Context: an optimization exercise on an open-source flow, tuned for small area. The choices shown serve that exercise and are no tape-out recipe. Only simulation tests tie the RTL to the original design; equivalence was not proved. Power and IR drop assume default switching activity.

**design.v**
```verilog
module owb_slave (
    input  wire        clk,
    input  wire        por,             
    input  wire        line_in,         
    input  wire [63:0] identity,        
    output wire        line_drive_low
);
    localparam integer TIMER_BITS = 16;
    localparam integer T_W1MIN    = 2;
    localparam integer T_W0MIN    = 29;
    localparam integer T_R0EXT    = 29;
    localparam integer T_RSTMIN   = 199;
    localparam integer T_IDLE     = 14;
    localparam integer T_PRES     = 149;
    localparam         SKIP       = 1'b1;      
    localparam [7:0]   CMD_READ_IDENTITY = 8'h33;
    localparam [7:0]   CMD_DISCOVER      = 8'hF0;
    localparam [1:0] CS_IDLE     = 2'd0;
    localparam [1:0] CS_RESETRX  = 2'd1;
    localparam [1:0] CS_REPORT   = 2'd2;
    localparam [1:0] CS_DISCOVER = 2'd3;
    localparam [2:0] P_WAIT     = 3'd0;
    localparam [2:0] P_WPOLL    = 3'd1;
    localparam [2:0] P_R0HOLD   = 3'd2;
    localparam [2:0] P_RSTPOLL  = 3'd3;
    localparam [2:0] P_RELWAIT  = 3'd4;
    localparam [2:0] P_IDLEHOLD = 3'd5;
    localparam [2:0] P_PRESENCE = 3'd6;
    reg [2:0]            phase;
    reg [TIMER_BITS-1:0] tau;
    reg                  timer_running;
    reg                  drive_low;
    reg                  irq_pending;
    reg                  prev_line;
    reg                  er;       
    reg                  dsw;      
    reg                  to;       
    reg                  inv;      
    reg                  pbv;      
    reg                  armed;    
    reg [1:0]            cs;       
    reg [2:0]            byte_index;
    reg [7:0]            bit_mask;
    reg [7:0]            acc;      
    assign line_drive_low = drive_low;
    function idbit;
        input [63:0] id;
        input [2:0]  bi;
        input [7:0]  bm;
        begin
            idbit = |(id[bi*8 +: 8] & bm);
        end
    endfunction
    reg [2:0]            n_phase;
    reg [TIMER_BITS-1:0] tau_c;        
    reg                  run_c;        
    reg [TIMER_BITS-1:0] n_tau;
    reg                  n_drive;
    reg                  n_to;
    reg                  clr;          
    reg at_first, r0_done, at_wpoll, at_rst, at_relwait, at_idle, at_pres;
    reg ev_wbit, wbit, ev_rearm, ev_reset, do_exit;
    reg                  e_er, e_dsw, e_inv, e_pbv;
    reg [1:0]            e_cs;
    reg [2:0]            e_bi;
    reg [7:0]            e_bm;
    reg [7:0]            e_acc;
    reg                  n_armed;
    reg                  rbr;          
    reg                  b;
    always @(*) begin
        n_phase  = phase;
        tau_c    = tau;
        run_c    = timer_running;
        n_drive  = drive_low;
        n_to     = to;
        clr      = 1'b0;
        at_first = 1'b0; r0_done = 1'b0; at_wpoll = 1'b0; at_rst = 1'b0;
        at_relwait = 1'b0; at_idle = 1'b0; at_pres = 1'b0;
        ev_wbit = 1'b0; wbit = 1'b0; ev_rearm = 1'b0; ev_reset = 1'b0;
        do_exit = 1'b0;
        if (phase == P_WAIT && irq_pending) begin
            clr      = 1'b1;
            at_first = 1'b1;
        end
        if (at_first) begin
            tau_c = {TIMER_BITS{1'b0}};
            run_c = 1'b1;
            if (armed) begin
                if (SKIP && line_in) begin
                    run_c   = 1'b0;
                    n_phase = P_WAIT;
                end else begin
                    n_drive = 1'b1;
                    if (tau_c < T_R0EXT) n_phase = P_R0HOLD;
                    else                 r0_done = 1'b1;
                end
            end else if (er) begin
                ev_rearm = 1'b1;              
                at_rst   = 1'b1;
            end else begin
                at_wpoll = 1'b1;
            end
        end
        if (phase == P_R0HOLD) begin
            if (tau_c >= T_R0EXT) r0_done = 1'b1;
        end
        if (r0_done) begin
            n_drive  = 1'b0;
            ev_rearm = 1'b1;                  
            at_rst   = 1'b1;
        end
        if (phase == P_WPOLL) at_wpoll = 1'b1;
        if (at_wpoll) begin
            if (tau_c >= T_W0MIN) begin
                ev_wbit = 1'b1;               
                wbit    = 1'b0;
                at_rst  = 1'b1;
            end else if (line_in) begin
                if (SKIP && tau_c < T_W1MIN) begin
                    run_c   = 1'b0;
                    n_phase = P_WAIT;
                end else begin
                    ev_wbit = 1'b1;           
                    wbit    = 1'b1;
                    do_exit = 1'b1;
                end
            end else begin
                n_phase = P_WPOLL;
            end
        end
        if (phase == P_RSTPOLL) at_rst = 1'b1;
        if (at_rst) begin
            if (to || tau_c >= T_RSTMIN) begin
                ev_reset   = 1'b1;            
                at_relwait = 1'b1;
            end else if (line_in) begin
                do_exit = 1'b1;
            end else begin
                n_phase = P_RSTPOLL;
            end
        end
        if (phase == P_RELWAIT) at_relwait = 1'b1;
        if (at_relwait) begin
            if (!line_in) begin
                n_phase = P_RELWAIT;
            end else begin
                tau_c   = {TIMER_BITS{1'b0}};
                at_idle = 1'b1;
            end
        end
        if (phase == P_IDLEHOLD) at_idle = 1'b1;
        if (at_idle) begin
            if (tau_c < T_IDLE) begin
                n_phase = P_IDLEHOLD;
            end else begin
                n_drive = 1'b1;
                tau_c   = {TIMER_BITS{1'b0}};
                at_pres = 1'b1;
            end
        end
        if (phase == P_PRESENCE) at_pres = 1'b1;
        if (at_pres) begin
            if (tau_c < T_PRES) begin
                n_phase = P_PRESENCE;
            end else begin
                n_drive = 1'b0;
                n_to    = 1'b0;
                clr     = 1'b1;
                do_exit = 1'b1;
            end
        end
        if (do_exit) begin
            n_phase = P_WAIT;
            run_c   = 1'b0;
        end
        n_tau = tau_c;
        if (run_c) begin
            n_tau = tau_c + 1'b1;
            if (&tau_c) n_to = 1'b1;
        end
        e_er  = er;  e_dsw = dsw; e_inv = inv; e_pbv = pbv;
        e_cs  = cs;  e_bi  = byte_index; e_bm = bit_mask; e_acc = acc;
        n_armed = armed;
        rbr = 1'b0;
        b   = 1'b0;
        if (ev_wbit) begin
            e_pbv = wbit;
            if (e_cs == CS_RESETRX) begin
                if (wbit) e_acc = e_acc | e_bm;
                if (e_bm == 8'h80) begin
                    e_bm = 8'h01;
                    if (e_acc == CMD_READ_IDENTITY) begin
                        e_cs  = CS_REPORT;
                        e_bi  = 3'd0;
                        e_bm  = 8'h01;
                        e_er  = 1'b1;         
                        e_dsw = 1'b0;
                        rbr   = 1'b1;
                    end else if (e_acc == CMD_DISCOVER) begin
                        e_cs  = CS_DISCOVER;
                        e_bi  = 3'd0;
                        e_bm  = 8'h01;
                        e_inv = 1'b0;
                        e_er  = 1'b1;         
                        e_dsw = 1'b0;
                        rbr   = 1'b1;
                    end else begin
                        e_cs  = CS_IDLE;
                    end
                end else begin
                    e_bm = e_bm << 1;
                end
            end else if (e_cs == CS_DISCOVER) begin
                if (wbit != idbit(identity, e_bi, e_bm)) begin
                    e_cs = CS_IDLE;           
                end else begin
                    if (e_bm == 8'h80) begin
                        e_bm = 8'h01;
                        if (e_bi == 3'd7) begin
                            e_bi = 3'd0;
                            e_cs = CS_IDLE;
                        end else begin
                            e_bi = e_bi + 1'b1;
                        end
                    end else begin
                        e_bm = e_bm << 1;
                    end
                    e_er  = 1'b1;             
                    e_dsw = 1'b0;
                    rbr   = 1'b1;
                end
            end
        end
        if (ev_rearm) begin
            if (e_dsw) begin
                e_er  = 1'b0;
                e_dsw = 1'b0;
            end else begin
                rbr = 1'b1;
            end
        end
        if (rbr) begin
            b = idbit(identity, e_bi, e_bm);
            if (e_cs == CS_REPORT) begin
                e_pbv = b;
                if (e_bm == 8'h80) begin
                    e_bm = 8'h01;
                    if (e_bi == 3'd7) begin
                        e_bi = 3'd0;
                        e_cs = CS_IDLE;
                    end else begin
                        e_bi = e_bi + 1'b1;
                    end
                end else begin
                    e_bm = e_bm << 1;
                end
            end else if (e_cs == CS_DISCOVER) begin
                if (!e_inv) begin
                    e_inv = 1'b1;
                    e_pbv = b;
                end else begin
                    e_inv = 1'b0;
                    e_dsw = 1'b1;
                    e_pbv = !b;
                end
            end else begin
                e_pbv = 1'b1;
            end
        end
        if (ev_reset) begin
            e_acc = 8'h00;
            e_bi  = 3'd0;
            e_bm  = 8'h01;
            e_cs  = CS_RESETRX;
            e_er  = 1'b0;
            e_dsw = 1'b0;
            e_inv = 1'b0;
        end
        if (do_exit) n_armed = e_er & ~e_pbv;
    end
    always @(posedge clk) begin
        if (por) begin
            phase         <= P_WAIT;
            tau           <= {TIMER_BITS{1'b0}};
            timer_running <= 1'b0;
            drive_low     <= 1'b0;
            irq_pending   <= 1'b0;
            prev_line     <= 1'b0;    
            er            <= 1'b0;
            dsw           <= 1'b0;
            to            <= 1'b0;
            inv           <= 1'b0;
            pbv           <= 1'b1;
            armed         <= 1'b0;
            cs            <= CS_IDLE;
            byte_index    <= 3'd0;
            bit_mask      <= 8'h01;
            acc           <= 8'h00;
        end else begin
            phase         <= n_phase;
            tau           <= n_tau;
            timer_running <= run_c;
            drive_low     <= n_drive;
            irq_pending   <= (irq_pending & ~clr) | (prev_line & ~line_in);
            prev_line     <= line_in;
            er            <= e_er;
            dsw           <= e_dsw;
            to            <= n_to;
            inv           <= e_inv;
            pbv           <= e_pbv;
            armed         <= n_armed;
            cs            <= e_cs;
            byte_index    <= e_bi;
            bit_mask      <= e_bm;
            acc           <= e_acc;
        end
    end
endmodule
```
**run.sh**
```bash
#!/bin/bash
# synth_recipe.tcl (not shown) runs the flow's synth.tcl, then flattens the netlist and writes it again
# the make line also repeats each setting of config.mk as NAME=value (left out here)
make -C /OpenROAD-flow-scripts/flow DESIGN_CONFIG=/design/flow/config.mk WORK_HOME=/design/flow/orfs CLKGATE_MAP_FILE= SYNTH_SCRIPT=/design/flow/synth_recipe.tcl finish
```
**config.mk**
```make
export PLATFORM = sky130hd
export DESIGN_NAME = owb_slave
export DESIGN_NICKNAME = owb_slave
export VERILOG_FILES = /design/flow/design.v
export SDC_FILE = /design/flow/constraint.sdc
export NUM_CORES = 4
export LEC_CHECK = 0
export CAP_MARGIN = 20
export CORE_MARGIN = 2
export CORE_UTILIZATION = 40
export SLEW_MARGIN = 20
```
**constraint.sdc**
```tcl
create_clock -name core_clock -period 10.0 [get_ports {clk}]
set_input_delay 2.0000 -clock core_clock [delete_from_list [all_inputs] [get_ports {clk}]]
set_output_delay 2.0000 -clock core_clock [all_outputs]
set_load 0.01 [all_outputs]
```
==> run notes <==
-- synth_stat cells (all sizes together) (9+ instances only) --
master	count
and3	11
mux4	16
mux2i	19
nand3	24
nor3	20
buf	9
clkbuf	21
a22oi	15
nor2	71
a211oi	13
dfxtp	50
mux2	9
a21oi	33
nor4	9
o21ai	38
nand2	47
inv	20
-- worst max path at each step --
stage	depth (start not counted)	slack, ns	to
floorplan	14	4.46	armed$_SDFFE_PP0P_
global placement	14	3.10	armed$_SDFFE_PP0P_
detailed placement	14	3.03	armed$_SDFFE_PP0P_
CTS	14	3.36	armed$_SDFFE_PP0P_
global route	14	3.06	armed$_SDFFE_PP0P_
finish	14	3.31	armed$_SDFFE_PP0P_
-- sequential cells by signal (all words and copies together), names as in the netlist --
| name | count |
|---|---|
| timer_running | 1 |
| phase | 3 |
| prev_line | 1 |
| to | 1 |
| bit_mask | 8 |
| drive_low | 1 |
| er | 1 |
| acc | 8 |
| pbv | 1 |
| inv | 1 |
| tau | 16 |
| irq_pending | 1 |
| cs | 2 |
| dsw | 1 |
| armed | 1 |
| byte_index | 3 |
-- through the flow --
step	hold WS [ns]	power [mW]
after CTS	0.483	0.390
after detailed placement	0.462	0.276
after floorplan	0.427	0.235
final	0.485	0.388
after global placement	0.449	0.276
after global routing	0.513	0.407
-- power breakdown --
part	internal [mW]	switching, mW
logic	0.0375	0.0329
clock network	0.0481	0.0663
registers	0.201	0.00241
-- per-layer routing --
| metal | vias up | share of wire (%) | track usage (%) |
|---|---|---|---|
| met4 | 0 | 1.4 | 5.33 |
| met2 | 267 | 40 | 36.9 |
| met5 | - | 0 | 0 |
| met1 | 2304 | 47 | 43.2 |
| li1 | 2277 | - | - |
| met3 | 24 | 11 | 6.64 |
-- cells by family after synthesis --
logic type	synth area share, %
xor gates and xnor gates	2.73
muxes	15.5
DFF	22.3
buffers and inverters	4.94
and+or+nand+nor	25.2
AOI/OAI and AO/OA	27.6
adders and majority gates	1.67
-- area by class of cell --
cell class | instances | area, um2 | area share [%]
well taps | 140 | 175 | 3.32
clock inverters | 1 | 7.51 | 0.142
repair buffers | 68 | 678 | 12.9
inverters | 20 | 75.1 | 1.42
flip-flops and latches | 50 | 1000 | 19.0
multi-input cells | 469 | 3260 | 61.9
clock buffers | 6 | 72.6 | 1.38
-- worst max-delay path: stages --
cell	delay (ns)
clkdlybuf4s50_1	0.46
mux4_1	0.52
a22oi_1	0.25
nand3_1	0.15
a22oi_4	0.35
mux2_4	0.40
nor2_2	0.52
mux2i_1	0.73
o2111ai_1	0.18
a222oi_1	0.38
o22ai_1	0.16
nor4_2	0.37
mux2i_1	0.27
a31oi_1	0.10
==> metrics.md <==
| Metric | Value |
|---|---|
| Hold worst-path end | `acc[3]$_SDFFE_PP0P_` |
| Fmax | `0.150 GHz` |
| Drt total wl | `roughly 16000 um` |
| Final Hold Vio Count | `0` |
| Synth Register Bits | `50` |
| Clock-pin slew on the worst setup and hold paths | `0.09 ns` |
| Min-Delay Path Depth | `2` |
| Outcome | `finished clean` |
| Clock Sinks | `50` |
| Worst R2R Path Depth | `13` |
| Top post-synthesis cells by area | `dfxtp_1 22%, mux4_1 6.4%, nor2_1 5.8%` |
| Synth warn | `1` |
| Clock buffer count from CTS | `5` |
| Max_slew headroom | `34.3%` |
| Worst setup margin | `3.31 ns` |
| PD cells | `approximately 74 mW/mm2` |
| GRT Overall Usage | `27.4%` |
| DR pass1 iterations | `6` |
| Maximum VDD drop | `roughly 0.076 mV` |
| Syn avg cell area | `7.88 um2` |
| Nets | `687` |
| Max Slew Vio Count | `0` |
| Rows | `38` |
| Cell count after synthesis | `between 500 and 600` |
| Detailed Route Iter0 Violations | `653` |
| Hold Crit Start | `acc[3]$_SDFFE_PP0P_` |
| # diodes | `0` |
| Top cell type by total area after synthesis | `dfxtp_1` |
| Most common cell after layout, fill and taps aside | `nor2_1` |
| Post-CTS Setup Repair Bufs | `0` |
| First-pass GRT wire length | `25000 um` |
| Placed Cells | `747` |
| Via count | `just under 5k` |
| Hold buffer count at cts | `0` |
| Via-to-Cell Ratio | `6.46` |
| # fillers | `1083` |
| Placed Area | `0.00519 mm2` |
| Setup total negative slack | `0 ns` |
| Layout area overhead | `17.6%` |
| Initial antenna violation count | `0` |
| Min-delay worst type | `flop to flop` |
| Max-cap violations | `0` |
| Share of the synthesized area in the top cell type | `~22%` |
| Worst skew pair latency | `0.30 ns` |
| Die Area | `between 0.01 and 0.015 mm2` |
| CP max FO | `14` |
| Main synth FF type | `dfxtp_1` |
| Register area share after synthesis | `22.3%` |
| Async SR Flop Fraction | `0%` |
| Pleak | `1.78 nW` |
| Cell Area, Synth | `0.00448 mm2` |
| CTS-repair resized insts | `0` |
| IO Port Bufs | `67` |
| Worst-margin pin slew | `0.978 ns` |
| Design area | `roughly 0.0053 mm2` |
| Commonest non-fill, non-tap cells in the layout | `69 x nor2_1, 67 x clkdlybuf4s50_1, 49 x dfxtp_1` |
| Reg-to-reg endpoint | `armed$_SDFFE_PP0P_` |
| Vias in the first global route | `roughly 4.4k` |
| CTS tree | `done` |
| EDFF count, synth | `0` |
| Final ANT Viol Nets | `0` |
| Crit. End Element | `flop` |
| Root Driver | `clkbuf_8` |
| Top-level I/O count | `68` |
| WL/cell | `between 20 and 25 um` |
| H-Tree Depth | `2` |
| WS Path Type | `input pin to flop` |
| DP Wirelength | `12700 um` |
| CP Launch Type | `input pin` |
| Share of layout cells above drive strength 1 | `5.21%` |
| Core box area | `between 0.01 and 0.015 mm2` |
| CTS max path bufs | `2` |
| Layout Cells excl Fill | `754` |
| Final setup viols | `0` |
| Crit path DAT | `between 6 and 7 ns` |
| Worst R2R Start | `byte_index[0]$_SDFF_PP0_` |
| Setup slack after placement | `3.03 ns` |
| RSZ-0062 raised after global routing | `no` |
| Min cycle time layout | `6.69 ns` |
| Largest net degree at the start of global routing | `22` |
| Synth unique cells | `71` |
| Congestion Overflow GR | `0` |
| Die height | `110 um` |
| Initial core utilization | `41.2%` |
| Post-Route Utilization | `48.4%` |
| Routability congestion estimate | `1.10` |
| Worst Skew | `0.00336 ns` |
| Flop2flop setup slack | `4.60 ns` |
| Worst EP required | `10.17 ns` |
| Syn_nets | `between 600 and 700` |
| Part of the cycle the worst path needs | `roughly 67%` |
| DRC viols | `0` |
| Die width | `110 um` |
| Setup crit start | `identity[2]` |

[re-timing with driven ports]
The results above use ideal ports. As a check the final layout listed here was re-extracted and re-timed, cells and wires unchanged. Step 1, drivers: a clkbuf_16 drives clk and a buf_2 each remaining input, both assumed. Step 2, shift: input delay + t, output delay - t, t = (earliest + latest rising clock arrival at the registers) / 2. This alone moves slack from input paths to output paths. Three values: ideal, step 1, step 2; two values: the first two.
t (ns): 0.339
slack for setup (ns): 3.311 / 3.318 / 2.980
clock arrival spread, ns: 0.003 / 0.003
pins driven straight from the clock port: 1
After both steps this run still meets setup and hold. For this run, drivers alone change the setup slack by +0.007 ns; drivers and shift together by -0.331 ns.
